From an optimization exercise on the open Yosys and OpenROAD flow, aimed at small area, a short achievable clock period and few clock cycles; shortcuts taken in it are not production practice. No run shown here included a check of the RTL's function; only the layout flow was run. Power is estimated from default activity; no workload was simulated.

==> design/flow/config.mk <==
export PLATFORM = sky130hd
export DESIGN_NAME = scc_core
export DESIGN_NICKNAME = scc_core
export VERILOG_FILES = /design/flow/design.v
export SDC_FILE = /design/flow/constraint.sdc
export NUM_CORES = 4
export LEC_CHECK = 0
export CAP_MARGIN = 20
export CORE_MARGIN = 2
export CORE_UTILIZATION = 55
export SETUP_SLACK_MARGIN = 5
export SLEW_MARGIN = 20
==> design/flow/constraint.sdc <==
create_clock -name core_clock -period 10.0 [get_ports {clk}]
set_input_delay 2.0000 -clock core_clock [delete_from_list [all_inputs] [get_ports {clk}]]
set_output_delay 2.0000 -clock core_clock [all_outputs]
set_load 0.01 [all_outputs]
==> design/flow/design.v <==
module scc_core (
    input  wire        clk,
    input  wire        rst,
    input  wire        cmd_valid,
    output wire        cmd_ready,
    input  wire [63:0] cmd_word,
    output wire        rsp_valid,
    input  wire        rsp_ready,
    output wire [63:0] rsp_word,
    output wire        prim_valid,
    output wire [3:0]  prim_kind,
    output wire [15:0] prim_addr,
    output wire [31:0] prim_arg,
    input  wire        prim_ack,
    input  wire        prim_fail,
    input  wire [7:0]  prim_rdata,
    output wire [1:0]  st_pst,
    output wire        st_strm,
    output wire        st_inited,
    output wire [2:0]  st_gpio_lvl,
    output wire [2:0]  st_gpio_dir,
    output wire        st_clk_en,
    output wire [31:0] st_clk_hz,
    output wire [3:0]  st_rail_en
);
    localparam [31:0] MCLK_HZ = 32'd24000000;
    localparam [3:0] P_BUSWRITE  = 4'd0;
    localparam [3:0] P_BUSREAD   = 4'd1;
    localparam [3:0] P_GPIODIR   = 4'd2;
    localparam [3:0] P_GPIOWRITE = 4'd3;
    localparam [3:0] P_CLKFREQ   = 4'd4;
    localparam [3:0] P_CLKEN     = 4'd5;
    localparam [3:0] P_RAILEN    = 4'd6;
    localparam [3:0] P_SLEEP     = 4'd7;
    localparam [3:0] P_SCOPEACQ  = 4'd8;
    localparam [3:0] P_SCOPEREL  = 4'd9;
    localparam [3:0] C_INIT = 4'd0, C_STBYON = 4'd1, C_STBYOFF = 4'd2, C_PON = 4'd3,
                     C_POFF = 4'd4, C_SEL = 4'd5, C_STRM = 4'd6, C_EXP = 4'd7,
                     C_EXPG = 4'd8, C_GAIN = 4'd9;
    reg        idle_q;      
    reg        run_q;       
    reg        rsp_q;       
    reg        abt_q;       
    reg [4:0]  upc;         
    reg [3:0]  cls;         
    reg [15:0] t;           
    reg [8:0]  gt;          
    reg [7:0]  cr;          
    reg [3:0]  pk;          
    reg [15:0] pa;
    reg [31:0] pg;
    reg [7:0]  rs;          
    reg        rv;          
    reg        rshow;       
    reg        rpclk;       
    reg        gpend;       
    reg        inited;
    reg        strm;
    reg [1:0]  pst;
    reg        mode_valid;
    reg [1:0]  mode_idx;
    reg [15:0] exp_r;
    reg [8:0]  gain_r;
    reg [2:0]  gpio_lvl;
    reg [2:0]  gpio_dir;
    reg        clk_en;
    reg        clk_hz_on;   
    reg [3:0]  rail_en;
    function automatic ge16(input [15:0] x, input [15:0] c);
        integer i;
        reg r;
        begin
            r = 1'b1;
            for (i = 0; i < 16; i = i + 1)
                r = c[i] ? (x[i] & r) : (x[i] | r);
            ge16 = r;
        end
    endfunction
    function automatic [15:0] mode_field16(input [1:0] i, input [3:0] k);
        begin
            mode_field16 = 16'd0;
            case (k)
                4'd0: case (i) 2'd0: mode_field16 = 16'd2592; 2'd1: mode_field16 = 16'd1920;
                               default: mode_field16 = 16'd1280; endcase
                4'd1: case (i) 2'd0: mode_field16 = 16'd1944; 2'd1: mode_field16 = 16'd1080;
                               2'd2: mode_field16 = 16'd960; default: mode_field16 = 16'd720; endcase
                4'd2: mode_field16 = (i == 2'd1) ? 16'd336 : 16'd0;
                4'd3: mode_field16 = (i == 2'd1) ? 16'd432 : 16'd0;
                4'd4: case (i) 2'd0: mode_field16 = 16'd4000; 2'd1: mode_field16 = 16'd3560;
                               default: mode_field16 = 16'd3000; endcase
                4'd5: case (i) 2'd0: mode_field16 = 16'd4037; 2'd1: mode_field16 = 16'd2607;
                               2'd2: mode_field16 = 16'd2000; default: mode_field16 = 16'd1500; endcase
                4'd6: mode_field16 = 16'hF180;     
                4'd7: mode_field16 = 16'd0;
                4'd8: mode_field16 = i[1] ? 16'd2 : 16'd1;
                4'd9: mode_field16 = 16'd1;
                4'd10: case (i) 2'd0: mode_field16 = 16'd4033; 2'd1: mode_field16 = 16'd2603;
                                2'd2: mode_field16 = 16'd1996; default: mode_field16 = 16'd1496; endcase
                4'd11: mode_field16 = 16'd16;
                4'd12: mode_field16 = 16'd159;
                4'd13: mode_field16 = {14'd0, i};
                default: mode_field16 = 16'd0;
            endcase
        end
    endfunction
    function automatic [7:0] gcode_rom(input [7:0] g);
        begin
            case (g)
                8'd17: gcode_rom = 8'd8;
                8'd18: gcode_rom = 8'd10;
                8'd19: gcode_rom = 8'd12;
                8'd20: gcode_rom = 8'd12;
                8'd21: gcode_rom = 8'd14;
                8'd22: gcode_rom = 8'd24;
                8'd23: gcode_rom = 8'd27;
                8'd24: gcode_rom = 8'd33;
                8'd25: gcode_rom = 8'd38;
                8'd26: gcode_rom = 8'd42;
                8'd27: gcode_rom = 8'd46;
                8'd28: gcode_rom = 8'd49;
                8'd29: gcode_rom = 8'd49;
                8'd30: gcode_rom = 8'd52;
                8'd31: gcode_rom = 8'd54;
                8'd32: gcode_rom = 8'd56;
                8'd33: gcode_rom = 8'd61;
                8'd34: gcode_rom = 8'd66;
                8'd35: gcode_rom = 8'd66;
                8'd36: gcode_rom = 8'd70;
                8'd37: gcode_rom = 8'd74;
                8'd38: gcode_rom = 8'd74;
                8'd39: gcode_rom = 8'd76;
                8'd40: gcode_rom = 8'd76;
                8'd41: gcode_rom = 8'd80;
                8'd42: gcode_rom = 8'd83;
                8'd43: gcode_rom = 8'd83;
                8'd44: gcode_rom = 8'd86;
                8'd45: gcode_rom = 8'd89;
                8'd46: gcode_rom = 8'd89;
                8'd47: gcode_rom = 8'd94;
                8'd48: gcode_rom = 8'd94;
                8'd49: gcode_rom = 8'd97;
                8'd50: gcode_rom = 8'd100;
                8'd51: gcode_rom = 8'd100;
                8'd52: gcode_rom = 8'd106;
                8'd53: gcode_rom = 8'd106;
                8'd54: gcode_rom = 8'd106;
                8'd55: gcode_rom = 8'd109;
                8'd56: gcode_rom = 8'd109;
                8'd57: gcode_rom = 8'd109;
                8'd58: gcode_rom = 8'd115;
                8'd59: gcode_rom = 8'd115;
                8'd60: gcode_rom = 8'd115;
                8'd61: gcode_rom = 8'd115;
                8'd62: gcode_rom = 8'd118;
                8'd63: gcode_rom = 8'd118;
                8'd64: gcode_rom = 8'd118;
                8'd65: gcode_rom = 8'd124;
                8'd66: gcode_rom = 8'd124;
                8'd67: gcode_rom = 8'd124;
                8'd68: gcode_rom = 8'd130;
                8'd69: gcode_rom = 8'd130;
                8'd70: gcode_rom = 8'd130;
                8'd71: gcode_rom = 8'd136;
                8'd72: gcode_rom = 8'd136;
                8'd73: gcode_rom = 8'd136;
                8'd74: gcode_rom = 8'd142;
                8'd75: gcode_rom = 8'd142;
                8'd76: gcode_rom = 8'd142;
                8'd77: gcode_rom = 8'd147;
                8'd78: gcode_rom = 8'd147;
                8'd79: gcode_rom = 8'd147;
                8'd80: gcode_rom = 8'd147;
                8'd81: gcode_rom = 8'd149;
                8'd82: gcode_rom = 8'd149;
                8'd83: gcode_rom = 8'd149;
                8'd84: gcode_rom = 8'd154;
                8'd85: gcode_rom = 8'd154;
                8'd86: gcode_rom = 8'd154;
                8'd87: gcode_rom = 8'd154;
                8'd88: gcode_rom = 8'd160;
                8'd89: gcode_rom = 8'd160;
                8'd90: gcode_rom = 8'd160;
                8'd91: gcode_rom = 8'd160;
                8'd92: gcode_rom = 8'd160;
                8'd93: gcode_rom = 8'd162;
                8'd94: gcode_rom = 8'd162;
                8'd95: gcode_rom = 8'd162;
                8'd96: gcode_rom = 8'd162;
                8'd97: gcode_rom = 8'd162;
                8'd98: gcode_rom = 8'd168;
                8'd99: gcode_rom = 8'd168;
                8'd100: gcode_rom = 8'd168;
                8'd101: gcode_rom = 8'd168;
                8'd102: gcode_rom = 8'd168;
                8'd103: gcode_rom = 8'd172;
                8'd104: gcode_rom = 8'd172;
                8'd105: gcode_rom = 8'd172;
                8'd106: gcode_rom = 8'd172;
                8'd107: gcode_rom = 8'd178;
                8'd108: gcode_rom = 8'd178;
                8'd109: gcode_rom = 8'd178;
                8'd110: gcode_rom = 8'd178;
                8'd111: gcode_rom = 8'd178;
                8'd112: gcode_rom = 8'd180;
                8'd113: gcode_rom = 8'd180;
                8'd114: gcode_rom = 8'd180;
                8'd115: gcode_rom = 8'd180;
                8'd116: gcode_rom = 8'd180;
                8'd117: gcode_rom = 8'd180;
                8'd118: gcode_rom = 8'd184;
                8'd119: gcode_rom = 8'd184;
                8'd120: gcode_rom = 8'd184;
                8'd121: gcode_rom = 8'd184;
                8'd122: gcode_rom = 8'd188;
                8'd123: gcode_rom = 8'd188;
                8'd124: gcode_rom = 8'd188;
                8'd125: gcode_rom = 8'd188;
                8'd126: gcode_rom = 8'd188;
                8'd127: gcode_rom = 8'd193;
                8'd128: gcode_rom = 8'd193;
                8'd129: gcode_rom = 8'd193;
                8'd130: gcode_rom = 8'd193;
                8'd131: gcode_rom = 8'd193;
                8'd132: gcode_rom = 8'd195;
                8'd133: gcode_rom = 8'd195;
                8'd134: gcode_rom = 8'd195;
                8'd135: gcode_rom = 8'd195;
                8'd136: gcode_rom = 8'd195;
                8'd137: gcode_rom = 8'd199;
                8'd138: gcode_rom = 8'd199;
                8'd139: gcode_rom = 8'd199;
                8'd140: gcode_rom = 8'd199;
                8'd141: gcode_rom = 8'd228;
                8'd142: gcode_rom = 8'd228;
                8'd143: gcode_rom = 8'd228;
                8'd144: gcode_rom = 8'd228;
                8'd145: gcode_rom = 8'd228;
                8'd146: gcode_rom = 8'd228;
                8'd147: gcode_rom = 8'd228;
                8'd148: gcode_rom = 8'd228;
                8'd149: gcode_rom = 8'd228;
                8'd150: gcode_rom = 8'd228;
                8'd151: gcode_rom = 8'd229;
                8'd152: gcode_rom = 8'd229;
                8'd153: gcode_rom = 8'd229;
                8'd154: gcode_rom = 8'd229;
                8'd155: gcode_rom = 8'd229;
                8'd156: gcode_rom = 8'd229;
                8'd157: gcode_rom = 8'd229;
                8'd158: gcode_rom = 8'd229;
                8'd159: gcode_rom = 8'd229;
                8'd160: gcode_rom = 8'd229;
                8'd161: gcode_rom = 8'd234;
                8'd162: gcode_rom = 8'd234;
                8'd163: gcode_rom = 8'd234;
                8'd164: gcode_rom = 8'd234;
                8'd165: gcode_rom = 8'd234;
                8'd166: gcode_rom = 8'd234;
                8'd167: gcode_rom = 8'd234;
                8'd168: gcode_rom = 8'd234;
                8'd169: gcode_rom = 8'd234;
                default: gcode_rom = 8'h01;    
            endcase
        end
    endfunction
    function automatic [51:0] prim_at(input [3:0] c, input [4:0] k, input [1:0] pm,
                                      input [15:0] s, input [15:0] f, input [7:0] code);
        reg [3:0]  pk_;
        reg [15:0] pa_;
        reg [31:0] pg_;
        begin
            pk_ = P_SCOPEREL;
            pa_ = 16'd0;
            pg_ = 32'd0;
            case (c)
                C_INIT: begin
                    pk_ = P_BUSREAD;
                    pa_ = k[0] ? 16'h2001 : 16'h2000;
                end
                C_STBYON: case (k[1:0])
                    2'd0: pk_ = P_SCOPEACQ;
                    2'd1: begin pk_ = P_GPIOWRITE; pa_ = 16'd1; end
                    2'd2: pk_ = P_CLKEN;
                    default: pk_ = P_SCOPEREL;
                endcase
                C_STBYOFF: case (k[2:0])
                    3'd0: pk_ = P_SCOPEACQ;
                    3'd1: begin pk_ = P_CLKFREQ; pg_ = MCLK_HZ; end
                    3'd2: begin pk_ = P_CLKEN;   pg_ = 32'd1; end
                    3'd3: begin pk_ = P_SLEEP;   pg_ = 32'd20000; end
                    3'd4: pk_ = P_SCOPEREL;
                    default: begin pk_ = P_GPIOWRITE; pa_ = 16'd1; pg_ = 32'd1; end
                endcase
                C_PON: case (k)
                    5'd0:  pk_ = P_SCOPEACQ;
                    5'd1:  begin pk_ = P_GPIODIR;   pa_ = 16'd0; pg_ = 32'd1; end
                    5'd2:  begin pk_ = P_GPIODIR;   pa_ = 16'd1; pg_ = 32'd1; end
                    5'd3:  begin pk_ = P_GPIOWRITE; pa_ = 16'd0; end
                    5'd4:  begin pk_ = P_GPIOWRITE; pa_ = 16'd1; end
                    5'd5:  begin pk_ = P_SLEEP;     pg_ = 32'd1000; end
                    5'd6:  begin pk_ = P_CLKFREQ;   pg_ = MCLK_HZ; end
                    5'd7:  begin pk_ = P_CLKEN;     pg_ = 32'd1; end
                    5'd8:  begin pk_ = P_SLEEP;     pg_ = 32'd10000; end
                    5'd9:  begin pk_ = P_GPIOWRITE; pa_ = 16'd2; pg_ = 32'd1; end
                    5'd10: begin pk_ = P_RAILEN;    pa_ = 16'd0; pg_ = 32'd1; end
                    5'd11: begin pk_ = P_RAILEN;    pa_ = 16'd1; pg_ = 32'd1; end
                    5'd12: begin pk_ = P_RAILEN;    pa_ = 16'd2; pg_ = 32'd1; end
                    5'd13: begin pk_ = P_RAILEN;    pa_ = 16'd3; pg_ = 32'd1; end
                    5'd14: begin pk_ = P_SLEEP;     pg_ = 32'd10000; end
                    5'd15: begin pk_ = P_GPIOWRITE; pa_ = 16'd0; pg_ = 32'd1; end
                    5'd16: begin pk_ = P_GPIOWRITE; pa_ = 16'd1; pg_ = 32'd1; end
                    5'd17: begin pk_ = P_SLEEP;     pg_ = 32'd30000; end
                    default: pk_ = P_SCOPEREL;
                endcase
                C_POFF: case (k[3:0])
                    4'd0:  pk_ = P_SCOPEACQ;
                    4'd1:  pk_ = P_CLKEN;
                    4'd2:  begin pk_ = P_GPIOWRITE; pa_ = 16'd2; end
                    4'd3:  begin pk_ = P_RAILEN;    pa_ = 16'd3; end
                    4'd4:  begin pk_ = P_RAILEN;    pa_ = 16'd2; end
                    4'd5:  begin pk_ = P_RAILEN;    pa_ = 16'd1; end
                    4'd6:  begin pk_ = P_RAILEN;    pa_ = 16'd0; end
                    4'd7:  begin pk_ = P_SLEEP;     pg_ = 32'd10000; end
                    4'd8:  begin pk_ = P_GPIOWRITE; pa_ = 16'd0; end
                    4'd9:  begin pk_ = P_GPIOWRITE; pa_ = 16'd1; end
                    4'd10: begin pk_ = P_GPIODIR;   pa_ = 16'd0; end
                    4'd11: begin pk_ = P_GPIODIR;   pa_ = 16'd1; end
                    default: pk_ = P_SCOPEREL;
                endcase
                C_SEL, C_STRM: begin
                    pk_ = P_BUSWRITE;
                    case (k[1:0])
                        2'd0: begin pa_ = 16'h3000; pg_ = 32'h01; end
                        2'd1: begin pa_ = 16'h3100; pg_ = 32'h02; end
                        2'd2: begin
                            pa_ = 16'h3200;
                            case (pm)
                                2'd0: pg_ = 32'h0F;
                                2'd1: pg_ = 32'h07;
                                default: pg_ = 32'h03;
                            endcase
                        end
                        default: begin
                            if (pm[0]) begin pa_ = 16'h3201; pg_ = 32'h80; end
                            else       begin pa_ = 16'h3300; pg_ = 32'h55; end
                        end
                    endcase
                end
                default: begin   
                    pk_ = P_BUSWRITE;
                    if (c == C_GAIN || k[2]) begin
                        pa_ = 16'h1004; pg_ = {24'd0, code};
                    end else begin
                        case (k[1:0])
                            2'd0: begin pa_ = 16'h1000; pg_ = {24'd0, s[7:0]}; end
                            2'd1: begin pa_ = 16'h1001; pg_ = {24'd0, s[15:8]}; end
                            2'd2: begin pa_ = 16'h1002; pg_ = {24'd0, f[7:0]}; end
                            default: begin pa_ = 16'h1003; pg_ = {24'd0, f[15:8]}; end
                        endcase
                    end
                end
            endcase
            prim_at = {pk_, pa_, pg_};
        end
    endfunction
    wire [7:0]  op = cmd_word[63:56];
    wire [27:0] ca = cmd_word[55:28];
    wire [27:0] cb = cmd_word[27:0];
    wire [2:0]  tg = cb[2:0];
    wire op01 = (op == 8'h01), op02 = (op == 8'h02), op03 = (op == 8'h03), op04 = (op == 8'h04);
    wire op05 = (op == 8'h05), op06 = (op == 8'h06), op07 = (op == 8'h07), op08 = (op == 8'h08);
    wire op09 = (op == 8'h09), op0a = (op == 8'h0A);
    wire a_zero  = (ca == 28'd0);
    wire b_zero  = (cb == 28'd0);
    wire b_hi0_1 = (cb[27:1] == 27'd0);
    wire b_hi0_3 = (cb[27:3] == 25'd0);
    wire b_hi0_4 = (cb[27:4] == 24'd0);
    wire b_hi0_8 = (cb[27:8] == 20'd0);
    wire b_hi0_9 = (cb[27:9] == 19'd0);
    wire legal = ((op01 | op08 | op09) & a_zero & b_zero)
               | (op02 & a_zero & b_hi0_3 & (~tg[2] | (tg[1:0] == 2'd0)))
               | op03 | op07
               | (op04 & a_zero & b_hi0_1)
               | (op05 & b_zero)
               | (op06 & a_zero)
               | (op0a & a_zero & b_hi0_4 & ~(cb[3] & cb[2] & cb[1]));
    wire gated = op03 | op04 | op05 | op06 | op07;
    wire ok    = legal & (inited | ~gated);    
    wire pwr_legal = (tg == 3'd1) ? (pst == 2'd2) :
                     (tg == 3'd2) ? (pst == 2'd1) :
                     (tg == 3'd3) ? (pst == 2'd0) :
                     (tg == 3'd4) ? (pst != 2'd0) : 1'b0;
    wire a_2592 = (ca == 28'd2592);
    wire a_1920 = (ca == 28'd1920);
    wire a_1280 = (ca == 28'd1280);
    wire m0 = a_2592 & (cb == 28'd1944);
    wire m1 = a_1920 & (cb == 28'd1080);
    wire m2 = a_1280 & (cb == 28'd960);
    wire m3 = a_1280 & (cb == 28'd720);
    wire look_ok = m0 | m1 | m2 | m3;
    wire [1:0] look_idx = {m2 | m3, m1 | m3};
    wire [15:0] shutter = ca[19:4] | {16{~(ca[27:20] == 8'd0)}};
    wire b_lt16  = b_hi0_4;
    wire b_gt159 = ~b_hi0_8 | ge16({8'd0, cb[7:0]}, 16'd160);
    wire b_le169 = b_hi0_8 & ~ge16({8'd0, cb[7:0]}, 16'd170);
    wire [8:0] g_set  = b_lt16 ? 9'd16 : ~b_hi0_9 ? 9'd511 : cb[8:0];
    wire [8:0] g_setx = b_lt16 ? 9'd16 : b_gt159 ? 9'd159 : {1'b0, cb[7:0]};
    wire [8:0] g_in   = op07 ? g_setx : g_set;
    wire [7:0] code_in = (op07 & b_gt159) ? 8'd229 : gcode_rom(cb[7:0]);
    wire str_on_run = cb[0] & ~strm & (pst == 2'd2) & mode_valid;
    wire go_run = ok & (op01 | (op02 & pwr_legal) | (op03 & look_ok) | (op04 & str_on_run)
                        | ((op05 | op07) & mode_valid) | (op06 & b_le169));
    reg [7:0] st_in;     
    always @(*) begin
        st_in = 8'h00;
        if (!legal) st_in = 8'hF0;
        else if (gated && !inited) st_in = 8'hE0;
        else if (op02 && !pwr_legal) st_in = 8'h21;
        else if (op03 && !look_ok) st_in = 8'h30;
        else if (op04 && cb[0] && !strm && pst != 2'd2) st_in = 8'h42;
        else if (op04 && cb[0] && !strm && !mode_valid) st_in = 8'h41;
        else if ((op05 || op07) && !mode_valid) st_in = 8'h51;
    end
    reg [3:0]  pk_in;
    reg [15:0] pa_in;
    reg [31:0] pg_in;
    reg [3:0]  cls_in;
    always @(*) begin
        pk_in  = P_BUSWRITE;
        pa_in  = 16'd0;
        pg_in  = 32'd0;
        cls_in = C_INIT;
        if (op01) begin
            pk_in = P_BUSREAD; pa_in = 16'h2000;
        end else if (op02) begin
            pk_in = P_SCOPEACQ; cls_in = {1'b0, tg};
        end else if (op03 | op04) begin
            pa_in = 16'h3000; pg_in = 32'h01; cls_in = op03 ? C_SEL : C_STRM;
        end else if (op06) begin
            pa_in = 16'h1004; pg_in = {24'd0, code_in}; cls_in = C_GAIN;
        end else begin
            pa_in = 16'h1000; pg_in = {24'd0, shutter[7:0]}; cls_in = op05 ? C_EXP : C_EXPG;
        end
    end
    wire [1:0]  pm = t[1:0];
    reg s_ge;    
    reg [15:0] vts_cur;
    always @(*) begin
        case (mode_idx)
            2'd0: begin s_ge = ge16(t, 16'd4034); vts_cur = 16'd4037; end
            2'd1: begin s_ge = ge16(t, 16'd2604); vts_cur = 16'd2607; end
            2'd2: begin s_ge = ge16(t, 16'd1997); vts_cur = 16'd2000; end
            default: begin s_ge = ge16(t, 16'd1497); vts_cur = 16'd1500; end
        endcase
    end
    reg [13:0] s_inc;    
    integer j;
    reg carry;
    always @(*) begin
        carry = 1'b1;
        for (j = 0; j < 14; j = j + 1) begin
            s_inc[j] = t[j + 2] ^ carry;
            carry    = carry & t[j + 2];
        end
    end
    wire [15:0] frame = s_ge ? {s_inc, t[1:0]} : vts_cur;
    wire [4:0] upc_n = {upc[4] ^ (&upc[3:0]), upc[3] ^ (&upc[2:0]), upc[2] ^ (&upc[1:0]),
                        upc[1] ^ upc[0], ~upc[0]};
    wire [51:0] nxt = prim_at(cls, upc_n, pm, t, frame, cr);
    reg last;
    always @(*) begin
        case (cls)
            C_INIT:    last = upc[0];
            C_STBYON:  last = (upc[1:0] == 2'd3);
            C_STBYOFF: last = (upc[2:0] == 3'd5);
            C_PON:     last = (upc == 5'd18);
            C_POFF:    last = (upc[3:0] == 4'd12);
            C_SEL, C_STRM: last = (pm[1] ? (pm[0] ? (upc[1:0] == 2'd1) : (upc[1:0] == 2'd2))
                                         : (upc[1:0] == 2'd3));
            C_EXP:     last = (upc[1:0] == 2'd3);
            C_EXPG:    last = upc[2];
            default:   last = 1'b1;    
        endcase
    end
    wire fallible = (pk != P_SLEEP) && (pk != P_SCOPEACQ) && (pk != P_SCOPEREL);
    wire is_pwr   = (cls == C_STBYON) || (cls == C_STBYOFF) || (cls == C_PON) || (cls == C_POFF);
    wire scope_held = is_pwr && !(cls == C_STBYOFF && upc[2:0] == 3'd5);
    reg [7:0] st_fail;
    always @(*) begin
        case (cls)
            C_INIT:  st_fail = 8'h11;
            C_SEL:   st_fail = 8'h31;
            C_STRM:  st_fail = 8'h40;
            C_EXP, C_EXPG, C_GAIN: st_fail = 8'h50;
            default: st_fail = 8'h20;
        endcase
    end
    wire id_ok = (prim_rdata == (upc[0] ? 8'h5A : 8'hA5));
    wire fail  = fallible & prim_fail;
    always @(posedge clk) begin
        if (idle_q) begin
            cls   <= cls_in;
            upc   <= 5'd0;
            pk    <= pk_in;
            pa    <= pa_in;
            pg    <= pg_in;
            gt    <= g_in;
            cr    <= code_in;
            rs    <= st_in;
            rv    <= legal & op0a & mode_valid;
            rshow <= legal & (op08 | op09 | (op0a & mode_valid));
            rpclk <= legal & op0a & mode_valid & (cb[3:0] == 4'd6);
            gpend <= ok & op06 & ~b_le169;
            t     <= op08 ? exp_r :
                     op09 ? {7'd0, gain_r} :
                     op0a ? mode_field16(mode_idx, cb[3:0]) :
                     op03 ? {14'd0, look_idx} :
                     op04 ? {14'd0, mode_idx} : shutter;
        end else if (run_q && prim_ack) begin
            if (abt_q) ;
            else if (fail) begin
                rs <= st_fail;
                if (scope_held) begin
                    pk <= P_SCOPEREL;
                    pa <= 16'd0;
                    pg <= 32'd1;
                end
            end else if (cls == C_INIT && !id_ok) begin
                rs    <= 8'h10;
                rshow <= 1'b1;
                t     <= {8'd0, prim_rdata};
            end else if (last) begin
                upc <= 5'd0;
            end else begin
                upc <= upc_n;
                {pk, pa, pg} <= nxt;
            end
        end
        if (rst) begin
            idle_q     <= 1'b1;
            run_q      <= 1'b0;
            rsp_q      <= 1'b0;
            abt_q      <= 1'b0;
            inited     <= 1'b0;
            strm       <= 1'b0;
            pst        <= 2'd0;
            mode_valid <= 1'b0;
            mode_idx   <= 2'd0;
            exp_r      <= 16'd0;
            gain_r     <= 9'd0;
            gpio_lvl   <= 3'd0;
            gpio_dir   <= 3'd0;
            clk_en     <= 1'b0;
            clk_hz_on  <= 1'b0;
            rail_en    <= 4'd0;
        end else if (idle_q) begin
            if (cmd_valid) begin
                idle_q <= 1'b0;
                run_q  <= go_run;
                rsp_q  <= ~go_run;
                if (ok && op04 && !cb[0]) strm <= 1'b0;
            end
        end else if (run_q) begin
            if (prim_ack) begin
                if (abt_q) begin
                    abt_q <= 1'b0;
                    run_q <= 1'b0;
                    rsp_q <= 1'b1;
                end else if (fail) begin
                    if (cls == C_INIT) inited <= 1'b0;
                    if (is_pwr) begin
                        pst  <= 2'd3;
                        strm <= 1'b0;
                    end
                    if (scope_held) abt_q <= 1'b1;
                    else begin
                        run_q <= 1'b0;
                        rsp_q <= 1'b1;
                    end
                end else begin
                    case (pk)
                        P_GPIODIR:   gpio_dir[pa[1:0]] <= pg[0];
                        P_GPIOWRITE: gpio_lvl[pa[1:0]] <= pg[0];
                        P_CLKFREQ:   clk_hz_on <= 1'b1;
                        P_CLKEN:     clk_en <= pg[0];
                        P_RAILEN:    rail_en[pa[1:0]] <= pg[0];
                        default: ;
                    endcase
                    if ((cls == C_EXP || cls == C_EXPG) && upc == 5'd3)
                        exp_r <= t;
                    if (cls == C_INIT && !id_ok) begin
                        inited <= 1'b0;
                        run_q  <= 1'b0;
                        rsp_q  <= 1'b1;
                    end else if (last) begin
                        run_q <= 1'b0;
                        rsp_q <= 1'b1;
                        case (cls)
                            C_INIT: begin
                                mode_valid <= 1'b0;
                                mode_idx   <= 2'd0;
                                exp_r      <= 16'd0;
                                gain_r     <= 9'd0;
                                strm       <= 1'b0;
                                inited     <= 1'b1;
                            end
                            C_STBYON: begin pst <= 2'd1; strm <= 1'b0; end
                            C_STBYOFF, C_PON: pst <= 2'd2;
                            C_POFF: begin pst <= 2'd0; strm <= 1'b0; end
                            C_SEL, C_STRM: begin
                                mode_idx   <= pm;
                                mode_valid <= 1'b1;
                                if (cls == C_STRM) strm <= 1'b1;
                            end
                            C_EXPG, C_GAIN: gain_r <= gt;
                            default: ;
                        endcase
                    end
                end
            end
        end else if (rsp_q) begin
            if (gpend) gain_r <= gt;
            if (rsp_ready) begin
                rsp_q  <= 1'b0;
                idle_q <= 1'b1;
            end
        end
    end
    assign cmd_ready   = idle_q;
    assign rsp_valid   = rsp_q;
    assign rsp_word    = {rs, rv, 7'd0, 11'd0, upc,
                          3'd0, rpclk, 4'd0, rpclk, 2'd0, rpclk, 3'd0, rpclk,
                          t & {16{rshow}}};
    assign prim_valid  = run_q;
    assign prim_kind   = pk;
    assign prim_addr   = pa;
    assign prim_arg    = pg;
    assign st_pst      = pst;
    assign st_strm     = strm;
    assign st_inited   = inited;
    assign st_gpio_lvl = gpio_lvl;
    assign st_gpio_dir = gpio_dir;
    assign st_clk_en   = clk_en;
    assign st_clk_hz   = clk_hz_on ? MCLK_HZ : 32'd0;
    assign st_rail_en  = rail_en;
endmodule
==> design/flow/flow/run.sh <==
#!/bin/bash
# Own layout flow: the standard ORFS flow (standard.sh, all steps), with the port
# buffers made of a plain buffer cell. Timing constraints are unchanged.
set -euo pipefail
export BUFFER_PORTS_ARGS="-buffer_cell sky130_fd_sc_hd__buf_1"
bash standard.sh > flow_make.log 2>&1
==> design/flow/standard.sh <==
#!/bin/bash
# synth_recipe.tcl (not shown) runs the flow's synth.tcl, then flattens the netlist and writes it again
# the make line also repeats each setting of config.mk as NAME=value (left out here)
make -C /OpenROAD-flow-scripts/flow DESIGN_CONFIG=/design/flow/config.mk WORK_HOME=/design/flow/orfs CLKGATE_MAP_FILE= SYNTH_SCRIPT=/design/flow/synth_recipe.tcl "${@:-finish}"
==> results of run 1 <==
## cells in the final DEF (no fill, tap or decap), types with 21 or more instances in the layout
cell type / Yosys / routed
nor3_1: 35 / 35
and2_1: 25 / 25
nor2_1: 134 / 134
inv_1: 30 / 28
conb_1: 1 / 74
nand2_1: 128 / 128
mux2i_1: 22 / 22
edfxtp_1: 74 / 74
nand3_1: 44 / 44
nand2b_1: 25 / 25
o21ai_0: 82 / 80
ha_1: 42 / 41
dfxtp_1: 53 / 52
buf_1: 11 / 167
a31oi_1: 42 / 42
o211ai_1: 21 / 21
a21oi_1: 114 / 114
nor4_1: 22 / 22
## per-stage QoR
step / area (um^2) / utilization (%) / setup slack (ps)
floorplan: 11300 / - / 5320
global placement: 11300 / 57.6 / 4270
detailed placement: 11300 / 57.6 / 4180
CTS: 11900 / 60.6 / 5150
global route: 11900 / 60.6 / 5110
finish: 11900 / 60.6 / 5330
## final timing paths
| check | startpoint | to | slack [ps] | cells after the start |
|---|---|---|---|---|
| max | cmd_word[1] | rs[5] | 5330 | 12 |
| min | clk_en | clk_en | 490 | 2 |
| min reg2reg | clk_en | clk_en | 490 | 2 |
| max reg2reg | upc[0] | pg[7] | 5330 | 9 |
## registers in the layout, indices dropped and copies added (netlist names), 5 cells and up
signal	cells
t	16
upc	5
gt	9
rs	6
pa	7
pg	16
cr	8
exp_r	16
gain_r	9
## timing repair
item	4_1_cts	5_1_grt
buffers inserted	0	1
setup endpoints to repair	13	3
gates cloned	0	0
resized for setup	2	2
## per-layer routing
layer  routed length, um  vias to the layer above  track usage [%]
met5                   0                        -                0
met4                1440                        0             13.4
met3                3460                       88             6.43
met2               17000                      658             53.1
met1               15900                     5397             47.1
li1                    -                     5204                -
## power by group through the flow
stage          registers, mW  logic [mW]  clock network (mW)
6_report               0.624       0.263               0.611
5_1_grt                0.627       0.287               0.633
4_1_cts                0.623       0.256               0.612
3_5_place_dp           0.634       0.254                   0
3_3_place_gp           0.634       0.253                   0
2_1_floorplan          0.623       0.196                   0
## cells by family after synthesis
kind of cell | after synthesis | share of synthesized area [%]
xor gates and xnor gates | 7 | 0.556
DFF | 127 | 29.8
and+or+nand+nor | 532 | 25.2
muxes | 26 | 2.41
other | 1 | 0.0340
adders and majority gates | 43 | 4.86
AOI/OAI and AO/OA | 435 | 26.2
buffers and inverters | 218 | 10.9
## worst register-to-register path, stage by stage, from the launching register on
cell      delay (ps)
dfxtp_1          870
ha_1             840
inv_1            180
ha_1             800
inv_1            300
nor2_1           700
o21ai_0          210
a31oi_1          200
o31a_1           160
o211ai_1         120
## final cells by class
type | instances | area, um^2
multi-input combinational | 1117 | 6830
fill | 1840 | 7710
tap | 265 | 332
clock inverter | 15 | 140
clock buffer | 17 | 425
timing repair buffer | 185 | 757
inverter | 30 | 113
sequential | 127 | 3280
==> notes.md, run 1 <==
- The flow ran to the end and the layout has no timing, DRC or antenna violations.
- Counting flops with an async set or reset pin after synthesis yields a share of 0%.
- In this run the core area contains 51 standard-cell rows.
- After the last flow step, the layout net total stands at 1,598.
- Entering global routing, the biggest net connects 70 pins.
- The worst min-delay path category is reg2reg.
- The final cell count without fillers is 1,756.
- The largest single stage delay on the critical path is 440 ps.
- Yosys attributes the largest share of cell area to edfxtp_1, dfxtp_1, buf_4, a21oi_1, ha_1.
- In this run the static leakage power is 4.13 nW.
- The first detailed-routing pass took 6 iterations.
- The clock net in this run drives a total of 127 sinks.
- The slowest stage cell on the critical path is or3b_2.
- The leading register cell type out of synthesis is edfxtp_1.
- The worst slew margin relative to its limit is 27.1%.
- The core region area is 19,600 um^2.
- After clock tree synthesis, the clock-pin slew on the worst setup and hold paths is 70 ps.
- The clock power share is 40.8%.
- The register bit count reported by yosys is 127.
- The die covers 21,200 um^2.
- Summed over all instances, the cell type with the most area after synthesis is edfxtp_1.
- The final-report hold violation count is 0.
- The share of the clock period used by the worst path after layout is 46.7%.
- The number of max-slew violations in the final report is 0.
- Across the run, the number of max-cap violations was 0.
- The antenna cell count is 0.
- The synthesized area is 11,000 um^2.
- In this run the worst path has a maximum fanout of 12.
- The number of I/O port buffers is 169.
- The startpoint type of the worst setup path is a primary input.
- IR analysis of the VDD net gives a maximum drop of 0.000113 V.
- The mean post-synth cell area is 7.94 um^2.
- Compared with the post-synthesis result, the final layout area differs by 7.72%.
- Across every metal layer, demand over resource in global routing totals 34.1%.
- Summed over all nets, the switching power comes to 497 uW.
- The routability congestion estimate is 0.963.
- The area share of the leading cell type in the synthesized netlist is 20.1%.
- The smallest clock period supported by the final layout is computed as 4670 ps.
- The number of placed I/O pins is 244.
- The total wire length is 37.7 mm.
- The number of buffers and inverters on the critical path is 3.
- The timing-limited maximum frequency is 0.214 GHz.
- The type of the worst setup path is in2reg.
- Dividing the detail-routed wire length by the instance count gives 21.5 um.
- The dominant cell by count in the synthesized netlist is nor2_1.
- The initial utilization of the core area, before any placement, comes to 56.3%.
- The count of final setup violators is 0.
- Once placement completed, the tool counted placed cells totaling 1,723.
- The global-route congestion overflow total is 0.
- The sequential share of the synthesized area is 29.8%.
- The unique cell type count in the Yosys netlist is 96.
- For the worst setup path, the data arrival time is 4850 ps.
- In this run the power density over the cells is 126 nW/um^2.
- The worst endpoint required time is 10,180 ps.
- The master cell of the clock root buffer is clkbuf_16.
- The deepest clock path buffer count is 2.
- The initial antenna violation count was 0.
- The CTS tree is done.
- On the final layout, the worst hold slack is 492 ps.
- Combinational logic is responsible for 17.6% of the overall power.
- The critical path endpoint category is a register.
- The kind of cell adding the most delay to the critical path is compound AO/OA/AOI/OAI gates.
- Sorting the synthesized cells by how often they occur yields nor2_1, nand2_1, a21oi_1.
- The number of design-rule violations left by the first detailed-router iteration is 1,297.
- For the final routed database, the setup TNS stands at 0 ps.
- The number of synthesized flops with an enable pin is 74.
- The HPWL reported at the end of detailed placement is 27.5 mm.
- The number of global-route vias before repair is 9,961.
- The internal power of the cells totals 1.00 mW.
- For this run, the number of Yosys warnings is 1.
- The width of the die is 146 um.
- The first-pass GRT wire length is 57.6 mm.
- Power comes to 1.50 mW.
- Buffers inserted to repair hold after CTS numbered 0.
- The number of vias in the routed layout is 11,300.
- The fraction of final layout cells sized beyond drive strength 1 is 6.37%.
- Setup repair after global routing left no endpoint under its margin.
- The DRC violations left is 0.
- The net switching fraction of the power is 33.2%.
- The H-tree was split into 4 levels.
- The later-pin clock latency in the skew report is 430 ps.
- The post-synthesis cell count is 1,389.
- For the pin with the worst max-slew slack, the measured transition is 1090 ps.
- The critical path goes through buf_1, inv_2, ha_4, inv_1, ha_1, or3b_2, a2111oi_0, o211ai_1, nand3_2, o211a_1, nand3_1, a22o_1.
- Counting the buffers created by CTS gives 17.
- The register share of total power is 41.7%.
- The maximum clock skew at final layout is 11.7 ps.
- The die height is 146 um.
- The remaining antenna violation count is 0.
- The number of vias per cell after detailed routing is 6.46.
==> run 2, diff against run 1 <==
==> design/flow/flow/run.sh (replaced) <==
#!/bin/bash
# Own layout flow: the standard ORFS flow (standard.sh, all steps), with the port
# buffers made of a plain buffer cell. Timing constraints are unchanged.
set -euo pipefail
export SETUP_SLACK_MARGIN=6
export BUFFER_PORTS_ARGS="-buffer_cell sky130_fd_sc_hd__buf_1"
bash standard.sh > flow_make.log 2>&1
--- a/design/flow/config.mk
+++ b/design/flow/config.mk
@@ -8,5 +8,4 @@
 export CAP_MARGIN = 20
 export CORE_MARGIN = 2
 export CORE_UTILIZATION = 55
-export SETUP_SLACK_MARGIN = 5
 export SLEW_MARGIN = 20
==> run 2 against run 1 <==
  * Cell count rose by 1.9%
  * Design area rose by 5.4%
  * Clock-buffer cell count up 3
  * Via count is 3.8% higher
  * Combinational power up 9.1%
  * Register-to-register slack improved by 920 ps
  * Non-clock buffer count rose by 33
  * Synthesized area is the same
  * Global-route usage is 0.81 points higher
  * Clock power up 5.6%
  * Worst setup slack better by 640 ps
  * Still clean
  * Clock skew is 1.7 ps higher
==> notes.md, run 2 <==
- The later-pin clock latency in the skew report is 430 ps (about the same).
- The timing-limited maximum frequency came to 0.248 GHz (+16%).
- The aggregate global-route resource usage came to 34.9% (+0.81 points).
- The fraction of registers with async set or reset after synthesis is 0% (unchanged).
- The post-synthesis cell count is 1,389 (unchanged).
- The worst endpoint required time is 10,300 ps (+120 ps).
- The max-capacitance violation count is 0 (unchanged).
- The clock sink count was 127 (unchanged).
- The leakage component of the power came to 4.36 nW (+5.5%).
- The share of the clock period used by the worst path after layout is 40.3% (-6.4 points).
- The slew at the pin closest to its max-slew limit is 1130 ps (+41.0 ps).
- The most common cell after layout, fill and taps aside is buf_1.
- The unique cell type count in the Yosys netlist came to 96 (unchanged).
- The number of nets in the final layout is 1,631 (+2.1%).
- The effective utilization at floorplan was 56.3% (unchanged).
- The top cell type by total area after synthesis is edfxtp_1.
- The CTS tree is done.
- The maximum clock skew at final layout was 13.4 ps (+1.69 ps).
- The number of placed I/O pins is 244 (unchanged).
- The most common cell in the synthesized netlist is nor2_1.
- The initial antenna violation count is 0 (unchanged).
- The power density normalized to cell area is 124 nW/um^2 (-1.5%).
- The remaining antenna violation count is 0 (unchanged).
- The total wire length was 39.3 mm (+4.2%).
- The sequential share of the synthesized area is 29.8% (unchanged).
- The area of the die came to 21,200 um^2 (unchanged).
- The routability congestion estimate is 1.01 (+4.9%).
- The number of buffer and inverter instances along the worst setup path is 4 (+1).
- The number of design-rule violations left by the first detailed-router iteration is 1,593 (+23%).
- The slowest stage cell on the critical path is or4b_2.
- The count of synthesis-stage warnings from yosys is 1 (unchanged).
- The first-pass detailed-route iteration total was 9 (+3).
- The path class of the tightest hold or removal check is reg2reg.
- The run finished with no timing, DRC or antenna violations.
- The master cell of the clock root buffer is clkbuf_16.
- In the layout the commonest cells are buf_1, nand2_1, nor2_1, a21oi_1, o21ai_0.
- The post-cts hold buffer count is 0 (unchanged).
- Among all flip-flop cells after synthesis, the most frequent one is edfxtp_1.
- The deepest clock path buffer count is 2 (unchanged).
- The maximum level of the CTS H-tree is 4 (unchanged).
- The largest registers in the layout are exp_r (16), pg (16), t (16).
- The number of I/O port buffers was 169 (unchanged).
- The number of max-slew violations in the final report came to 0 (unchanged).
- The critical path endpoint category is a register.
- The floorplan row count is 51 (unchanged).
- The worst endpoint data arrival time was 4320 ps (-530 ps).
- The final total negative setup slack is 0 ps (unchanged).
- The width of the die was 146 um (unchanged).
- The number of vias in the routed layout is 11,800 (+3.8%).
- The synthesized area is 11,000 um^2 (unchanged).
- The biggest cell delay along the critical path is 680 ps (+240 ps).
- The overall power of the completed layout is 1.56 mW (+3.8%).
- The routed wirelength normalized by instance count is 22.0 um (+2.3%).
- The number of filler cells placed in the layout is 1,773 (-3.6%).
- The critical path in this run is classified as in2reg.
- The mean post-synth cell area was 7.94 um^2 (unchanged).
- The commonest cells after synthesis are nor2_1, nand2_1, a21oi_1.
- The worst setup slack after layout was 5970 ps (+641 ps).
- The worst setup path is launched from a primary input.
- The synthesis-to-layout area growth is 13.5%.
- The count of final setup violators is 0 (unchanged).
- The minimum period implied by the final worst setup slack is 4030 ps (-641 ps).
- The worst slack at placement came to 5020 ps (+842 ps).
- The register bit count reported by yosys is 127 (unchanged).
- The first-pass GRT wire length is 58.7 mm (+2.0%).
- The worst slew margin relative to its limit is 24.2% (-2.9 points).
- The die height was 146 um (unchanged).
- The HPWL reported at the end of detailed placement is 28.0 mm (+1.6%).
- The worst voltage drop across the vdd grid is 0.000109 V (-4.2%).
- The clock slew seen by the registers of the worst setup and hold paths was 60 ps (about the same).
- The fraction of final layout cells sized beyond drive strength 1 is 11.3% (+4.9 points).
- The kind of cell adding the most delay to the critical path is simple AND/OR/NAND/NOR gates.
- The maximum number of pins on one net before global-route repair is 70 (unchanged).
- The number of vias per cell after detailed routing is 6.58 (+1.9%).
- The critical path goes through clkbuf_2, buf_12, clkinvlp_4, buf_4, or3_1, a31oi_1, a211oi_1, or4b_2, nand3_1, a32o_1.
- By area the synthesized netlist is led by edfxtp_1, dfxtp_1, buf_4, a21oi_1, ha_1.
- The number of buffers added by the clock tree synthesis step is 17 (unchanged).
- The largest driver fanout on the critical path is 13 (+1).
- The DRC violations left is 0 (unchanged).
- Setup repair after global routing could not meet its margin everywhere.
- The number of global-route vias before repair was 10,200 (+2.1%).
- The final-report hold violation count was 0 (unchanged).
- The global-route congestion overflow total is 0 (unchanged).
- The core region area is 19,600 um^2 (unchanged).
- The antenna cell count is 0 (unchanged).
- The area share of the leading cell type in the synthesized netlist is 20.1% (unchanged).
- The number of synthesized flops with an enable pin is 74 (unchanged).
run 2: cell counts after synthesis:
No cell type changed its count.
run 2: path summary, 6_finish.rpt:
| kind | start | slack [ps] | cells past startpoint | end |
|---|---|---|---|---|
| worst max register to register | t[2] | 6250 | 16 | pg[7] |
| worst min-delay path | rail_en[3] | 480 | 2 | rail_en[3] |
| worst min register to register | rail_en[3] | 480 | 2 | rail_en[3] |
| worst max-delay path | cmd_word[2] | 5970 | 10 | pg[2] |
run 2: repair_timing:
action,CTS,global route
endpoints found under the setup margin,100,81
pin swaps,1,10
resized for setup,28,37
setup buffers,11,19
cloned,0,3
endpoints found under the hold margin,0,0
run 2: worst register-to-register path: stages (launching register included):
cell and delay, ps:
edfxtp_1 530, ha_1 280, ha_1 180, ha_1 190
ha_1 180, ha_1 180, ha_1 180, ha_1 180
ha_1 210, ha_1 190, ha_1 180, ha_1 180
ha_1 180, xor2_1 140, a31oi_1 170, o31a_1 170
o211ai_1 140
run 2: kinds of logic after synthesis:
group           count (synthesis)  share of synthesized area (%)
simple gates                  532                           25.2
compound gates                435                           26.2
buf+inv                       218                           10.9
flops                         127                           29.8
fa+ha+maj                      43                           4.86
mux                            26                           2.41
xor+xnor                        7                          0.556
other cells                     1                         0.0340
run 2: stage by stage:
| step | area [um^2] | hold WS, ps | std cells | util [%] |
|---|---|---|---|---|
| floorplan | 11400 | 460 | 1462 | - |
| global placement | 11400 | 470 | 1724 | 58.1 |
| detailed placement | 11400 | 474 | 1724 | 58.1 |
| CTS | 12200 | 490 | 1767 | 62.0 |
| global route | 12500 | 504 | 1789 | 63.9 |
| finish | 12500 | 483 | 1789 | 63.9 |
run 2: final cells by class:
cell class / instances / area [um^2] / area share [%]
inverters: 30 / 135 / 1.08
clock inverters: 12 / 105 / 0.840
clock buffers: 20 / 500 / 4.00
repair buffers: 218 / 1120 / 8.99
multi-input cells: 1117 / 7030 / 56.2
well taps: 265 / 332 / 2.65
flip-flops and latches: 127 / 3280 / 26.2
run 2: report_power, final:
group | leakage (nW) | internal, mW | total (mW) | switching, mW
registers | 1.14 | 0.587 | 0.624 | 0.0369
clock network | 0.303 | 0.371 | 0.645 | 0.274
logic | 2.91 | 0.0983 | 0.287 | 0.188
run 2: per-layer routing:
layer  global-route usage [%]  vias to the layer above  part of all wire [%]  wire length, um
met3                     7.65                      148                    10             4110
met5                        0                        -                     0                0
li1                         -                     5280                     -                -
met4                     13.0                        0                   4.2             1660
met2                     55.9                      817                    46            18100
met1                     46.6                     5535                    39            15500
==> run 3, diff against run 2 <==
==> design/flow/flow/run.sh (replaced) <==
#!/bin/bash
# Own layout flow: the standard ORFS flow (standard.sh, all steps), with the port
# buffers made of a plain buffer cell. Timing constraints are unchanged.
set -euo pipefail
export SETUP_SLACK_MARGIN=7
export BUFFER_PORTS_ARGS="-buffer_cell sky130_fd_sc_hd__buf_1"
bash standard.sh > flow_make.log 2>&1
==> run 3 against run 2 <==
  * Sequential cell count stayed put
  * Routed wire length rose by 23%
  * Non-clock buffer count grew 171
  * Design area increased by 27%
  * Global-route usage up 5.8 points
  * Sequential share of layout area is 5.4 points lower
  * Register-to-register slack improved by 160 ps
  * Die area unchanged
  * Critical path depth increased by 3
  * Clock skew increased by 1.9 ps
  * Critical path type unchanged
  * Largest power group unchanged
==> notes.md, run 3 <==
- The endpoint identified for the worst register-to-register timing path is pg[7].
- The slew at the pin closest to its max-slew limit was 1230 ps (+105 ps).
- The routed wirelength normalized by instance count is 24.6 um (+12%).
- The flow ran to the end and the layout has no timing, DRC or antenna violations.
- The maximum clock skew at final layout was 15.2 ps (+1.86 ps).
- The area of the die was 21,200 um^2 (unchanged).
- The maximum level of the CTS H-tree came to 4 (unchanged).
- The first-pass detailed-route iteration total was 7 (-2).
- The most common cell after layout, fill and taps aside is buf_4.
- In the final layout, the registers with the most flip-flops are exp_r (16), pg (16), t (16).
- The minimum period implied by the final worst setup slack is 3980 ps (-45.6 ps).
- The remaining antenna violation count was 0 (unchanged).
- The die height is 146 um (unchanged).
- The number of nets in the final layout is 1,807 (+11%).
- The initial antenna violation count is 1 (+1).
- The synthesized design spends more area on one cell type than any other, namely edfxtp_1.
- The maximum number of pins on one net before global-route repair came to 41 (-41%).
- The later-pin clock latency in the skew report is 430 ps (about the same).
- The worst setup path is launched from a primary input.
- The fraction of final layout cells sized beyond drive strength 1 is 33.4% (+22 points).
- Setup repair after global routing could not meet its margin everywhere.
- The unique cell type count in the Yosys netlist was 96 (unchanged).
- The area of the multi-input gates is 8450 um^2 (+20%).
- The count of final setup violators was 0 (unchanged).
- The power density normalized to cell area is 106 nW/um^2 (-14%).
- The worst endpoint data arrival time is 4270 ps (-50 ps).
- The master cell of the clock root buffer is clkbuf_16.
- The number of vias per cell after detailed routing is 6.81 (+3.5%).
- The global-route congestion overflow total is 0 (unchanged).
- In this run the most critical hold path is launched from rail_en[2].
- The worst slew margin relative to its limit is 17.8% (-6.4 points).
- The number of I/O port buffers is 169 (unchanged).
- The clock slew seen by the registers of the worst setup and hold paths came to 60 ps (about the same).
- Leaving out fill and tap cells, the most frequent cells in the layout are buf_4, buf_1, nor2_1, nand2_1, a21oi_1.
- The path with the worst hold slack has its endpoint at rail_en[2].
- The dominant cell by count in the synthesized netlist is nor2_1.
- The leakage component of the power was 5.87 nW (+35%).
- The number of filler cells placed in the layout came to 1,278 (-28%).
- The area occupied by registers is 3310 um^2 (+0.88%).
- The number of placed I/O pins is 244 (unchanged).
- The worst voltage drop across the vdd grid is 0.000120 V (+10%).
- The core region area came to 19,600 um^2 (unchanged).
- The max-capacitance violation count is 0 (unchanged).
- The number of vias in the routed layout came to 13,400 (+14%).
- The register bit count reported by yosys is 127 (unchanged).
- The width of the die is 146 um (unchanged).
- The number of buffers added by the clock tree synthesis step is 17 (unchanged).
- The number of cells on the worst hold path was 2 (unchanged).
- The DRC violations left came to 0 (unchanged).
- The critical path endpoint category is a register.
- The HPWL reported at the end of detailed placement is 28.5 mm (+1.8%).
- The number of global-route vias before repair came to 11,400 (+13%).
- The type of the worst setup path is in2reg.
- The sequential share of the synthesized area came to 29.8% (unchanged).
- The floorplan row count was 51 (unchanged).
- The number of cells on the worst reg-to-reg path is 16 (unchanged).
- The post-synthesis cell count was 1,389 (unchanged).
- The number of synthesized flops with an enable pin is 74 (unchanged).
- The antenna cell count is 0 (unchanged).
- The final-report hold violation count came to 0 (unchanged).
- The fraction of registers with async set or reset after synthesis is 0% (unchanged).
- The startpoint identified for the worst register-to-register timing path is t[3].
- The commonest cells after synthesis are nor2_1, nand2_1, a21oi_1.
- The largest driver fanout on the critical path came to 4 (-9).
- The area share of the leading cell type in the synthesized netlist is 20.1% (unchanged).
- The deepest clock path buffer count is 2 (unchanged).
- The overall power of the completed layout is 1.69 mW (+8.7%).
- The routability congestion estimate came to 0.979 (-3.0%).
- The aggregate global-route resource usage is 40.8% (+5.8 points).
- The first-pass GRT wire length was 67.7 mm (+15%).
- The setup slack of the worst register-to-register path is 6410 ps (+160 ps).
- The number of max-slew violations in the final report is 0 (unchanged).
- The worst endpoint required time is 10,290 ps (about the same).
- The worst min-delay path category is reg2reg.
- The synthesis-to-layout area growth is 44.3%.
- The post-cts hold buffer count is 0 (unchanged).
- The mean post-synth cell area is 7.94 um^2 (unchanged).
- The count of synthesis-stage warnings from yosys came to 1 (unchanged).
- Ranked by total cell area, the synthesized netlist is headed by edfxtp_1, dfxtp_1, buf_4, a21oi_1, ha_1.
- The synthesized area is 11,000 um^2 (unchanged).
- The number of design-rule violations left by the first detailed-router iteration came to 1,963 (+23%).
- The clock sink count was 127 (unchanged).
- The total wire length was 48.4 mm (+23%).
- The timing-limited maximum frequency is 0.251 GHz (+1.1%).
- The final total negative setup slack came to 0 ps (unchanged).
- The share of the clock period used by the worst path after layout was 39.8% (-0.46 points).
- The most used flip-flop cell after synthesis is edfxtp_1.
- The CTS tree is done.
- The effective utilization at floorplan is 56.3% (unchanged).
[run 3: cell counts after synthesis]
Identical to the previous run, type by type.
[run 3: cells by family (layout without fill, tap and decap cells)]
| logic type | after synthesis | count (layout) | share of synthesized area (%) |
|---|---|---|---|
| adders and majority gates | 43 | 43 | 4.86 |
| other | 1 | 74 | 0.0340 |
| buffers and inverters | 218 | 452 | 10.9 |
| AOI/OAI and AO/OA | 435 | 438 | 26.2 |
| and+or+nand+nor | 532 | 533 | 25.2 |
| xor gates and xnor gates | 7 | 7 | 0.556 |
| muxes | 26 | 26 | 2.41 |
| DFF | 127 | 127 | 29.8 |
[run 3: worst max path at each step]
stage | start | end | slack [ps] | depth (start not counted)
detailed placement | cmd_word[2] | pg[1] | 4730 | 10
global route | cmd_word[1] | pg[2] | 5990 | 13
floorplan | cmd_word[1] | rs[5] | 5760 | 12
global placement | cmd_word[2] | pg[1] | 4850 | 10
finish | cmd_word[1] | pg[2] | 6020 | 13
CTS | cmd_word[1] | strm | 6130 | 12
[run 3: layout make-up]
class                   instances  share of cell area (%)
flip-flops and latches        127                    20.8
clock inverters                12                   0.598
clock buffers                  20                    3.01
inverters                      30                   0.873
multi-input cells            1121                    53.1
well taps                     265                    2.08
repair inverters                1                  0.0315
repair buffers                389                    19.5
[run 3: where the power goes]
group	switching [mW]	internal [mW]	total, mW
Combinational	0.268	0.190	0.458
Clock	0.268	0.352	0.620
Sequential	0.0291	0.585	0.614
[run 3: per-stage QoR]
| step | hold WS (ps) | worst slack, ps | utilization (%) | area (um^2) | std cells |
|---|---|---|---|---|---|
| 2_1_floorplan | 471 | 5760 | - | 11800 | 1462 |
| 3_3_place_gp | 474 | 4850 | 59.7 | 11700 | 1724 |
| 3_5_place_dp | 480 | 4730 | 59.7 | 11700 | 1724 |
| 4_1_cts | 499 | 6130 | 74.5 | 14600 | 1897 |
| 5_1_grt | 527 | 5990 | 81.2 | 15900 | 1965 |
| 6_report | 496 | 6020 | 81.2 | 15900 | 1965 |
[run 3: worst max-delay path: stages]
cell and delay, ps:
buf_12 100, clkinvlp_4 110, ha_4 190, inv_8 40, buf_4 130, buf_6 110, buf_8 130, or3_1 360
a31oi_1 220, a211oi_1 90, or4b_4 520, nand3_2 100, a32o_1 160
[run 3: repair_timing]
action,CTS,global route
setup endpoints to repair,227,214
gates cloned,10,3
gates resized for setup,258,163
pin swaps,78,90
buffers inserted,131,65
[run 3: per-layer routing]
metal	GRT usage, %	share of wire [%]	up-vias
met5	0	0	-
met4	20.2	6.8	0
met3	10.6	13	277
met2	64.9	45	1194
met1	51.4	35	6259
li1	-	-	5660
==> run 4, diff against run 3 <==
==> design/flow/flow/run.sh (replaced) <==
#!/bin/bash
set -euo pipefail
export SETUP_SLACK_MARGIN=6
export BUFFER_PORTS_ARGS="-buffer_cell sky130_fd_sc_hd__buf_1"
export DONT_USE_CELLS="sky130_fd_sc_hd__ha_1 sky130_fd_sc_hd__ha_2 sky130_fd_sc_hd__ha_4 sky130_fd_sc_hd__fa_1 sky130_fd_sc_hd__fa_2 sky130_fd_sc_hd__fa_4"
bash standard.sh > flow_make.log 2>&1
==> run 4 against run 3 <==
  * Critical endpoint unchanged
  * Critical path type unchanged
  * Largest cell class unchanged
  * Design area down 21%
  * Sequential power is 2% higher
  * Routed wire length is 19% lower
  * Worst setup slack got worse by 46 ps
  * Synthesized cell count is the same
==> notes.md, run 4 <==
- The post-synthesis cell count came to 1,389 (unchanged).
- The number of global-route vias before repair was 10,200 (-11%).
- The number of buffers added by the clock tree synthesis step is 17 (unchanged).
- The aggregate global-route resource usage was 34.9% (-5.8 points).
- The minimum period implied by the final worst setup slack is 4030 ps (+45.6 ps).
- The total wire length is 39.3 mm (-19%).
- The worst slew margin relative to its limit is 24.2% (+6.4 points).
- The clock slew seen by the registers of the worst setup and hold paths is 60 ps (about the same).
- The later-pin clock latency in the skew report came to 430 ps (about the same).
- In the post-synthesis netlist, the cell with the most instances is nor2_1.
- Leaving out fill and tap cells, the most frequent cell in the layout is buf_1.
- The number of synthesized flops with an enable pin came to 74 (unchanged).
- From synthesis to final layout, the design area changed by 13.5%.
- The setup slack of the worst register-to-register path is 6250 ps (-160 ps).
- The count of final setup violators was 0 (unchanged).
- The die height is 146 um (unchanged).
- The maximum clock skew at final layout came to 13.4 ps (-1.86 ps).
- The endpoint identified for the worst register-to-register timing path is pg[7].
- The post-cts hold buffer count is 0 (unchanged).
- The setup path with the least slack is of type in2reg.
- The synthesized area is 11,000 um^2 (unchanged).
- The slew at the pin closest to its max-slew limit was 1130 ps (-105 ps).
- The maximum level of the CTS H-tree came to 4 (unchanged).
- The largest driver fanout on the critical path is 13 (+9).
- By area the synthesized netlist is led by edfxtp_1, dfxtp_1, buf_4, a21oi_1, ha_1.
- The total cell area at the placement stage is 11,400 um^2 (-2.7%).
- The timing-limited maximum frequency is 0.248 GHz (-1.1%).
- The number of placed I/O pins is 244 (unchanged).
- The worst endpoint data arrival time is 4320 ps (+50 ps).
- The tightest min-delay check is of the reg2reg type.
- The number of I/O port buffers is 169 (unchanged).
- The number of cells on the worst reg-to-reg path is 16 (unchanged).
- The HPWL reported at the end of detailed placement is 28.0 mm (-1.8%).
- The global-route congestion overflow total is 0 (unchanged).
- The DRC violations left is 0 (unchanged).
- The first-pass GRT wire length was 58.7 mm (-13%).
- The clock sink count is 127 (unchanged).
- The antenna cell count is 0 (unchanged).
- The area of the die came to 21,200 um^2 (unchanged).
- The area of all placed cells without fillers is 12,500 um^2 (-21%).
- The routed wirelength normalized by instance count came to 22.0 um (-11%).
- The number of max-slew violations in the final report came to 0 (unchanged).
- For this run, the leading register cell type out of synthesis is edfxtp_1.
- The core region area came to 19,600 um^2 (unchanged).
- The first-pass detailed-route iteration total was 9 (+2).
- The effective utilization at floorplan is 56.3% (unchanged).
- The CTS tree is done.
- The tree is rooted in a clkbuf_16.
- The leakage component of the power was 4.36 nW (-26%).
- The startpoint of the worst hold path is rail_en[3].
- The share of the clock period used by the worst path after layout was 40.3% (+0.46 points).
- The sequential share of the synthesized area is 29.8% (unchanged).
- The worst voltage drop across the vdd grid is 0.000109 V (-9.2%).
- The final-report hold violation count is 0 (unchanged).
- The max-capacitance violation count is 0 (unchanged).
- The worst endpoint required time is 10,300 ps (about the same).
- The fraction of registers with async set or reset after synthesis is 0% (unchanged).
- STA classifies the critical path startpoint as a primary input.
- The number of vias in the routed layout is 11,800 (-12%).
- The number of design-rule violations left by the first detailed-router iteration is 1,593 (-19%).
- The hold-critical path endpoint is rail_en[3].
- The synthesized design spends more area on one cell type than any other, namely edfxtp_1.
- The area share of the leading cell type in the synthesized netlist is 20.1% (unchanged).
- The deepest clock path buffer count is 2 (unchanged).
- The number of nets in the final layout is 1,631 (-9.7%).
- The count of synthesis-stage warnings from yosys was 1 (unchanged).
- The mean post-synth cell area came to 7.94 um^2 (unchanged).
- The width of the die is 146 um (unchanged).
- The library cells used most frequently in the layout, excluding fill and tap cells, are buf_1, nand2_1, nor2_1, a21oi_1, o21ai_0.
- The final total negative setup slack is 0 ps (unchanged).
- The floorplan row count is 51 (unchanged).
- The routability congestion estimate is 1.01 (+3.1%).
- The critical path endpoint category is a register.
- Setup repair after global routing could not meet its margin everywhere.
- The largest registers in the layout are exp_r (16), pg (16), t (16).
- The startpoint identified for the worst register-to-register timing path is t[2].
- The maximum number of pins on one net before global-route repair is 70 (+71%).
- The unique cell type count in the Yosys netlist is 96 (unchanged).
- The initial antenna violation count is 0 (-1).
- The power density normalized to cell area came to 124 nW/um^2 (+17%).
- The register bit count reported by yosys was 127 (unchanged).
- The number of vias per cell after detailed routing was 6.58 (-3.4%).
- The flow ran to the end and the layout has no timing, DRC or antenna violations.
- The commonest cells after synthesis are nor2_1, nand2_1, a21oi_1.
- The remaining antenna violation count is 0 (unchanged).
- The fraction of final layout cells sized beyond drive strength 1 is 11.3% (-22 points).
- The number of cells on the worst hold path is 2 (unchanged).
## run 4: per-stage QoR
stage | hold WS [ps] | utilization, % | setup WS [ps] | std cells | power (mW)
3_5_place_dp | 474 | 58.1 | 5020 | 1724 | 0.892
2_1_floorplan | 460 | - | 5760 | 1462 | 0.822
5_1_grt | 504 | 63.9 | 5870 | 1789 | 1.60
4_1_cts | 490 | 62.0 | 6000 | 1767 | 1.53
3_3_place_gp | 470 | 58.1 | 5070 | 1724 | 0.891
6_report | 483 | 63.9 | 5970 | 1789 | 1.56
## run 4: kinds of logic after synthesis
family	count (synthesis)	synth area share, %
multiplexers	26	2.41
adder cells (fa/ha/maj)	43	4.86
AND/OR/NAND/NOR	532	25.2
XOR/XNOR	7	0.556
flip-flops	127	29.8
buffers and inverters	218	10.9
other	1	0.0340
AO/OA/AOI/OAI	435	26.2
## run 4: final cells by class
type | count | area (um^2)
Clock buffer | 20 | 500
Clock inverter | 12 | 105
Fill cell | 1773 | 7080
Inverter | 30 | 135
Multi-Input combinational cell | 1117 | 7030
Sequential cell | 127 | 3280
Tap cell | 265 | 332
Timing Repair Buffer | 218 | 1120
## run 4: power by group
group | internal (mW) | total, mW | switching, mW
logic | 0.0983 | 0.287 | 0.188
registers | 0.587 | 0.624 | 0.0369
clock network | 0.371 | 0.645 | 0.274
## run 4: per-layer routing
| layer | routed length, um | vias up | global-route usage [%] | share of wire (%) |
|---|---|---|---|---|
| met3 | 4110 | 148 | 7.65 | 10 |
| li1 | - | 5280 | - | - |
| met2 | 18100 | 817 | 55.9 | 46 |
| met1 | 15500 | 5535 | 46.6 | 39 |
| met4 | 1660 | 0 | 13.0 | 4.2 |
| met5 | 0 | - | 0 | 0 |
## run 4: how the worst max path moves through the flow
stage	slack [ps]	from	to
floorplan	5760	cmd_word[1]	rs[5]
global placement	5070	cmd_word[2]	pg[5]
detailed placement	5020	cmd_word[1]	rsp_q
CTS	6000	cmd_word[6]	pg[7]
global route	5870	cmd_word[2]	pg[2]
finish	5970	cmd_word[2]	pg[2]
## run 4: timing repair
item / 4_1_cts / 5_1_grt
cloned: 0 / 3
endpoints found under the hold margin: 0 / 0
gates resized for setup: 28 / 37
pin swaps: 1 / 10
endpoints found under the setup margin: 100 / 81
setup buffers: 11 / 19
## run 4: worst max-delay path: stages
cell        delay [ps]
clkbuf_2           200
buf_12             180
clkinvlp_4         130
buf_4              180
or3_1              380
a31oi_1            190
a211oi_1            80
or4b_2             680
nand3_1            140
a32o_1             160

[re-timing with driven ports]
Ports are ideal in the flow. The routed layouts listed here were re-timed in OpenROAD.
Step 1 assumes that a clkbuf_16 drives the clock port and a buf_2 every other input.
Step 2, shift: input delay + t, output delay - t, t = (earliest + latest rising clock arrival at the registers) / 2. This alone moves slack from input paths to output paths.
a / b / c = ideal ports / drivers / drivers and shift; a / b = the first two.
run	shift t [ns]	setup slack, ns	worst setup path after step 2	latest minus earliest clock arrival (ns)	worst data-port slew with drivers (ns)
run 1	0.465	5.333 / 5.334 / 4.887	input to register	0.011 / 0.012	0.04
run 2	0.476	5.975 / 6.000 / 5.524	input to register	0.013 / 0.014	0.11
run 3	0.473	6.020 / 6.021 / 5.548	input to register	0.016 / 0.015	0.12
run 4	0.476	5.975 / 6.000 / 5.524	input to register	0.013 / 0.014	0.11
After both steps every run listed still meets setup and hold. For run 3, which loses most, drivers alone change the setup slack by +0.001 ns; drivers and shift together by -0.472 ns.
